Source: an optimization exercise on an open RTL-to-GDS flow (aim: small area, a short achievable clock period and few clock cycles). Production flows keep margins and buffers that such runs may drop. For this run, only the layout was checked, not whether the RTL still works. No activity file was given, so power comes from the tool's default toggle rates.

## flow/run.sh

```bash
#!/bin/bash
# synth_recipe.tcl (not shown) runs the flow's synth.tcl, then flattens the netlist and writes it again
# the make line also repeats each setting of config.mk as NAME=value (left out here)
make -C /OpenROAD-flow-scripts/flow DESIGN_CONFIG=/design/flow/config.mk WORK_HOME=/design/flow/orfs CLKGATE_MAP_FILE= SYNTH_SCRIPT=/design/flow/synth_recipe.tcl finish
```

## flow/config.mk

```make
export PLATFORM = sky130hd
export DESIGN_NAME = iono_xact
export DESIGN_NICKNAME = iono_xact
export VERILOG_FILES = /design/flow/design.v
export SDC_FILE = /design/flow/constraint.sdc
export NUM_CORES = 4
export LEC_CHECK = 0
export CAP_MARGIN = 20
export CORE_MARGIN = 2
export CORE_UTILIZATION = 40
export SLEW_MARGIN = 20
```

## flow/constraint.sdc

```tcl
create_clock -name core_clock -period 5.0 [get_ports {clk}]
set_input_delay 1.0000 -clock core_clock [delete_from_list [all_inputs] [get_ports {clk}]]
set_output_delay 1.0000 -clock core_clock [all_outputs]
set_load 0.01 [all_outputs]
```

## flow/design.v

```verilog
module iono_crc5 (
    input  wire [7:0] d2,
    input  wire [7:0] d1,
    input  wire [2:0] d0_top,
    output reg  [4:0] crc
);
    reg [23:0] v;
    reg [5:0]  r;
    integer    i;
    always @(*) begin
        v = {d2, d1, d0_top, 5'h07};
        r = {1'b0, v[23:19]};
        for (i = 18; i >= 0; i = i - 1) begin
            r = {r[4:0], v[i]};
            if (r[5]) r = r ^ 6'h35;
        end
        crc = r[4:0];
    end
endmodule
module iono_crc7 (
    input  wire [7:0] w1,
    input  wire [7:0] w0,
    output reg  [6:0] crc
);
    reg [23:0] v;
    reg [7:0]  t;
    reg [6:0]  acc;
    integer    i;
    always @(*) begin
        v   = {w1, w0, 8'h80};
        acc = 7'h7F;
        for (i = 23; i >= 0; i = i - 1) begin
            t = {acc, 1'b0};
            if (acc[6]) t = t ^ 8'hB7;
            t = t ^ {7'b0, v[i]};
            acc = t[6:0];
        end
        crc = acc;
    end
endmodule
module iono_xact (
    input  wire        clk,
    input  wire        rst,
    input  wire        req_valid,
    output wire        req_ready,
    input  wire [2:0]  req_op,
    input  wire        req_bank,
    input  wire [6:0]  req_cmd,
    input  wire [7:0]  req_reg,
    input  wire [7:0]  req_data,
    output reg         rsp_valid,
    output reg         rsp_ok,
    output reg  [7:0]  rsp_value,
    output wire        ex_valid,
    input  wire        ex_ready,
    output reg  [1:0]  ex_cs,
    output reg  [23:0] ex_tx,
    input  wire        ex_rvalid,
    input  wire [23:0] ex_rx,
    output reg  [1:0]  in_err,
    output reg  [1:0]  out_err,
    output reg  [1:0]  clr_pending,
    output reg  [7:0]  in_inputs0,
    output reg  [7:0]  in_inputs1
);
    localparam [2:0] OP_IN_READ   = 3'd0;
    localparam [2:0] OP_IN_WRITE  = 3'd1;
    localparam [2:0] OP_OUT_READ  = 3'd2;
    localparam [2:0] OP_OUT_WRITE = 3'd3;
    localparam [2:0] OP_OUT_CFG   = 3'd4;
    localparam [2:0] OP_CLEAR     = 3'd5;
    localparam [7:0]  OUT_CMD_READ_REG = 8'h7F;
    localparam [23:0] OUT_RT_FRAME     = 24'h050F03;   
    localparam [1:0]  ATTEMPTS_LAST    = 2'd2;
    localparam [2:0] S_IDLE  = 3'd0;
    localparam [2:0] S_BUILD = 3'd1;
    localparam [2:0] S_SEND  = 3'd2;
    localparam [2:0] S_WAIT  = 3'd3;
    localparam [2:0] S_CHECK = 3'd4;
    localparam [2:0] S_FIN   = 3'd5;
    reg [2:0]  state;
    reg [2:0]  op;
    reg        bank;
    reg [6:0]  cmd;
    reg [7:0]  rreg;
    reg [7:0]  data;
    reg        rb;         
    reg        ph;         
    reg [1:0]  attempt;
    reg        kbit;       
    reg        ph1_ok;     
    reg        echo_ok;    
    reg [23:0] rx;         
    wire is_in    = (op == OP_IN_READ) || (op == OP_IN_WRITE);
    wire is_write = !rb && ((op == OP_OUT_WRITE) || (op == OP_OUT_CFG));
    reg [7:0] w1, w0;
    always @(*) begin
        if (is_in) begin
            w1 = {op == OP_IN_WRITE, cmd};
            w0 = (op == OP_IN_WRITE) ? data : 8'h00;
        end else if (is_write) begin
            w1 = {clr_pending[bank], cmd};
            w0 = data;
        end else begin
            w1 = OUT_CMD_READ_REG;
            w0 = rreg;
        end
    end
    wire [4:0] tx_c5;
    wire [6:0] tx_c7;
    iono_crc5 u_tx5 (.d2(w1), .d1(w0), .d0_top(3'b000), .crc(tx_c5));
    iono_crc7 u_tx7 (.w1(w1), .w0(w0), .crc(tx_c7));
    wire [4:0] rx_c5;
    wire [6:0] rx_c7;
    iono_crc5 u_rx5 (.d2(rx[23:16]), .d1(rx[15:8]), .d0_top(rx[7:5]), .crc(rx_c5));
    iono_crc7 u_rx7 (.w1(rx[23:16]), .w0(rx[15:8]), .crc(rx_c7));
    wire crc_match = is_in ? (rx_c5 == rx[4:0]) : (rx_c7 == rx[6:0]);
    assign req_ready = (state == S_IDLE);
    assign ex_valid  = (state == S_SEND);
    always @(posedge clk) begin
        if (rst) begin
            state       <= S_IDLE;
            op          <= 3'd0;
            bank        <= 1'b0;
            cmd         <= 7'd0;
            rreg        <= 8'd0;
            data        <= 8'd0;
            rb          <= 1'b0;
            ph          <= 1'b0;
            attempt     <= 2'd0;
            kbit        <= 1'b0;
            ph1_ok      <= 1'b0;
            echo_ok     <= 1'b0;
            rx          <= 24'd0;
            ex_cs       <= 2'd0;
            ex_tx       <= 24'd0;
            rsp_valid   <= 1'b0;
            rsp_ok      <= 1'b0;
            rsp_value   <= 8'd0;
            in_err      <= 2'b00;
            out_err     <= 2'b00;
            clr_pending <= 2'b00;
            in_inputs0  <= 8'd0;
            in_inputs1  <= 8'd0;
        end else begin
            rsp_valid <= 1'b0;
            case (state)
                S_IDLE: begin
                    if (req_valid) begin
                        op      <= req_op;
                        bank    <= req_bank;
                        cmd     <= req_cmd;
                        rreg    <= req_reg;
                        data    <= req_data;
                        rb      <= 1'b0;
                        ph      <= 1'b0;
                        attempt <= 2'd0;
                        if (req_op == OP_CLEAR) begin
                            clr_pending[req_bank] <= 1'b1;
                            rsp_valid <= 1'b1;
                            rsp_ok    <= 1'b1;
                            rsp_value <= 8'd0;
                        end else if (req_op > OP_CLEAR) begin
                            rsp_valid <= 1'b1;
                            rsp_ok    <= 1'b0;
                            rsp_value <= 8'd0;
                        end else begin
                            state <= S_BUILD;
                        end
                    end
                end
                S_BUILD: begin
                    ex_cs <= {!is_in, bank};
                    if (is_write && ph) begin
                        ex_tx <= OUT_RT_FRAME;
                    end else begin
                        ex_tx <= is_in ? {w1, w0, 3'b000, tx_c5} : {w1, w0, 1'b0, tx_c7};
                        kbit  <= is_write ? clr_pending[bank] : 1'b0;
                    end
                    state <= S_SEND;
                end
                S_SEND: begin
                    if (ex_ready)
                        state <= S_WAIT;
                end
                S_WAIT: begin
                    if (ex_rvalid) begin
                        rx    <= ex_rx;
                        state <= S_CHECK;
                    end
                end
                S_CHECK: begin
                    if (is_write && !ph) begin
                        ph1_ok <= crc_match;
                        ph     <= 1'b1;
                        state  <= S_BUILD;
                    end else begin
                        echo_ok <= is_write ? (ph1_ok && crc_match) : crc_match;
                        state   <= S_FIN;
                    end
                end
                S_FIN: begin
                    ph <= 1'b0;
                    if (echo_ok) begin
                        attempt <= 2'd0;
                        if (is_in) begin
                            in_err[bank] <= 1'b0;
                            if (bank) in_inputs1 <= rx[23:16];
                            else      in_inputs0 <= rx[23:16];
                            rsp_valid <= 1'b1;
                            rsp_ok    <= 1'b1;
                            rsp_value <= (op == OP_IN_READ) ? rx[15:8] : 8'd0;
                            state     <= S_IDLE;
                        end else if (is_write) begin
                            out_err[bank] <= 1'b0;
                            if (kbit) clr_pending[bank] <= 1'b0;
                            if (op == OP_OUT_CFG) begin
                                rb    <= 1'b1;
                                state <= S_BUILD;
                            end else begin
                                rsp_valid <= 1'b1;
                                rsp_ok    <= 1'b1;
                                rsp_value <= data;
                                state     <= S_IDLE;
                            end
                        end else if (op == OP_OUT_CFG) begin
                            rsp_valid <= 1'b1;
                            state     <= S_IDLE;
                            if (rx[15:8] == data) begin
                                out_err[bank] <= 1'b0;
                                rsp_ok    <= 1'b1;
                                rsp_value <= data;
                            end else begin
                                out_err[bank] <= 1'b1;
                                rsp_ok    <= 1'b0;
                                rsp_value <= 8'd0;
                            end
                        end else begin
                            out_err[bank] <= 1'b0;
                            rsp_valid <= 1'b1;
                            rsp_ok    <= 1'b1;
                            rsp_value <= rx[15:8];
                            state     <= S_IDLE;
                        end
                    end else if (attempt == ATTEMPTS_LAST) begin
                        if (is_in) in_err[bank]  <= 1'b1;
                        else       out_err[bank] <= 1'b1;
                        rsp_valid <= 1'b1;
                        rsp_ok    <= 1'b0;
                        rsp_value <= 8'd0;
                        state     <= S_IDLE;
                    end else begin
                        attempt <= attempt + 2'd1;
                        state   <= S_BUILD;
                    end
                end
                default: state <= S_IDLE;
            endcase
        end
    end
endmodule
```

==> notes.md <==
final timing paths:
kind	from	end	slack, ns	depth (start not counted)
max	op[2]	ex_tx[5]	1.60	8
min reg2reg	ex_tx[19]	ex_tx[19]	0.45	2
max reg2reg	op[2]	ex_tx[5]	1.60	8
min	ex_tx[19]	ex_tx[19]	0.45	2
cell type report:
class / count / area share [%]
Timing Repair Buffer: 118 / 13.8
Multi-Input combinational cell: 605 / 46.5
Sequential cell: 118 / 27.8
Clock buffer: 20 / 5.50
Tap cell: 216 / 3.18
Clock inverter: 12 / 2.90
Inverter: 8 / 0.354
cells in the mapped netlist (3+ instances only):
cell,instances
clkbuf_1,56
nor2_1,89
a221oi_1,3
a22o_1,6
buf_2,5
a21oi_1,77
xnor2_1,72
a211oi_1,4
nor4_1,8
mux2i_1,21
a31oi_1,7
xor2_1,37
inv_1,8
nand3_1,9
or3_1,4
xnor3_1,17
nand2b_1,3
a22oi_1,12
and3_1,4
dfxtp_1,118
o21ai_0,18
o31ai_1,3
and2_1,4
o22ai_1,3
xnor3_2,3
nand3b_1,3
nor2b_1,5
nor3_1,16
nand2_1,146
critical path, cell delays in order, from the launching register on:
cell and delay [ns]:
dfxtp_1 0.53, or2_1 0.33, a221o_1 0.70, a22o_4 0.28, xnor3_2 0.48, xnor3_2 0.44, xor2_2 0.18, xnor2_1 0.13
a22o_1 0.22
state kept, by name (all words and copies together), names as in the netlist, 2 cells and up, named ones only:
name,count
in_inputs1,8
data,8
op,3
cmd,7
ex_tx,23
rsp_value,8
rx,24
in_inputs0,8
state,3
clr_pending,2
rreg,8
ex_cs,2
attempt,2
metal layers:
metal / GRT usage (%) / up-vias
met1: 30.0 / 2686
met3: 4.04 / 21
met4: 7.53 / 0
li1: - / 2809
met2: 32.7 / 187
met5: 0 / -
power by group:
| part | total, uW | internal, uW | switching, uW | leakage [uW] |
|---|---|---|---|---|
| logic | 1380 | 692 | 690 | 0.00202 |
| clock network | 1470 | 1020 | 443 | 0.000338 |
| registers | 1130 | 1030 | 107 | 0.000957 |
cells in the final DEF, fill, tap and decap left out, types with 5 or more instances in the layout:
master,instances
xnor2_1,72
a22oi_1,12
o21ai_0,18
nor3_1,16
bufinv_16,7
buf_4,5
nor2b_1,5
nor4_1,8
nor2_1,89
clkdlybuf4s50_1,113
nand3_1,9
a22o_1,6
dfxtp_1,118
a31oi_1,7
inv_1,8
nand2_1,145
xor2_1,37
a21oi_1,77
mux2i_1,21
clkbuf_16,17
xnor3_1,17
through the flow:
stage / worst slack [ns] / instances / hold slack [ns] / cell area, um2
2_1_floorplan: 2.16 / 795 / 0.437 / 6580
5_1_grt: 1.38 / 1097 / 0.485 / 8490
4_1_cts: 1.60 / 1097 / 0.452 / 8480
3_5_place_dp: 1.63 / 1065 / 0.444 / 7770
3_3_place_gp: 1.71 / 1065 / 0.443 / 7770
6_report: 1.60 / 1097 / 0.449 / 8490
cell families after synthesis:
group | count (synthesis)
DFF | 118
muxes | 21
adders and majority gates | 1
and+or+nand+nor | 297
buffers and inverters | 72
xor gates and xnor gates | 134
AOI/OAI and AO/OA | 151
other | 1
==> notes.md <==
Total Wirelength=18300 um; drt pass-1 iters=5; Core Box Area=16000 um2; Antenna diodes=0; LEAKAGE=0.00332 uW; Synth Area in Compound Gates=14.6%; CP Max Fanout=22; PortBufs=114; clock sinks=118; Starting Density=41.1%; Worst Setup Path Type=register to register; Multi-input gate area=3940 um2; crit start category=register; Mean Syn Cell Area=8.28 um2; final setup TNS=0 ns; f_max=294 MHz; worst skew pair latency=0.42 ns; wire per inst=16.6 um; crit path time final=3.40 ns; Clock transition at path regs=0.06 ns; Hold Crit Class=register to register; initial antenna violation count=0; Yosys cell types=57; Slew @ Worst Pin=1.05 ns; Root Driver=clkbuf_16; number of cell rows=46; mux cell area share after synthesis=3.19%; Overall Global Routing Usage=21.3%; Via density=5.20; maximum VDD drop=0.000244 V; DIE AREA=17500 um2; syn nets=852; largest net degree at the start of global routing=88; Mapped Cells=795; Post-synth EDFFs=0; uppermost routed layer=met4; ys flop type=dfxtp_1; Routed met3 length=1010 um; Slew Viols, Final=0; Final setup viols=0; adder-cell share of the synthesized area=0.190%; met2 WL=8300 um; wl on met1=8690 um; number of buffers created by CTS=17; number of fill cells=1525; Initial DRC Count=420; WP data arrival=3.72 ns; #FFs+latches synth=118; vias in the first global route=5696; unrepaired setup endpoints after global routing=false; max capacitance violation total=0; Max-slew headroom=29.9%; CP required=5.31 ns; first-pass GRT wire length=29700 um; post-CTS sizing=0; total power=3980 uW; HPWL Detailed=13300 um; FFs w/ async S/R, synth=0%; clk buf depth=2; Synth Area in Simple Gates=19.0%; Die Width=132 um; CTS tree=done; Final Skew=0.00618 ns; status=no timing/DRC/antenna violations; Core Util, Final=53.0%; Crit. End Element=register; Area Overhead vs Synth=28.9%; sequential share of the synthesized area=35.9%; Hold-fix buffers, CTS=0; xor/xnor share of the synthesized area=22.9%; Antenna Nets Post-Route=0; Placer Congestion=0.876; power per standard cell area=469 nW/um2; synthesized area=6580 um2; CTS H-tree depth=4; final hold vios=0; Vias=5703; top-area cell type share of the netlist area=35.9%; largest area contributor in the netlist=dfxtp_1; Die Y=132 um; Final Net Count=925; FF+latch area=2360 um2; layout cell share with drive strength beyond 1=5.90%; Ys Warns=3; largest family of logic cells by synthesized area=XOR/XNOR gates; post-CTS setup repair buffer count=0; drt drc=0; fin crit share=68.1%; total grt overflow=0; Synth area leaders=dfxtp_1, xnor2_1, nand2_1; IO Pins=116

[port drivers added, routing unchanged]
No port has a modelled driver above. Below, the same layout with a new extraction and two added sets of constraints. Step 1 sets driving cells, clkbuf_16 on the clock port and buf_2 on the other inputs (assumed; they add their load-dependent delay and slew). Step 2 moves the port delays by t, midway between the first and last clock arrival at a register: inputs arrive t later, outputs are due t later. That takes back most of the time a late clock gives input paths. a / b / c = no drivers / after step 1 / after step 2; a / b = the first two.
t (ns): 0.462
setup slack, ns: 1.596 / 1.596 / 1.596
hold slack, ns: 0.449 / 0.449 / 0.449
worst register clock-pin slew, ns: 0.06 / 0.06
pins driven straight from the clock port: 1
After both steps this run still meets setup and hold. The setup slack of this run moves by 0.000 ns with the drivers and by 0.000 ns with both steps.
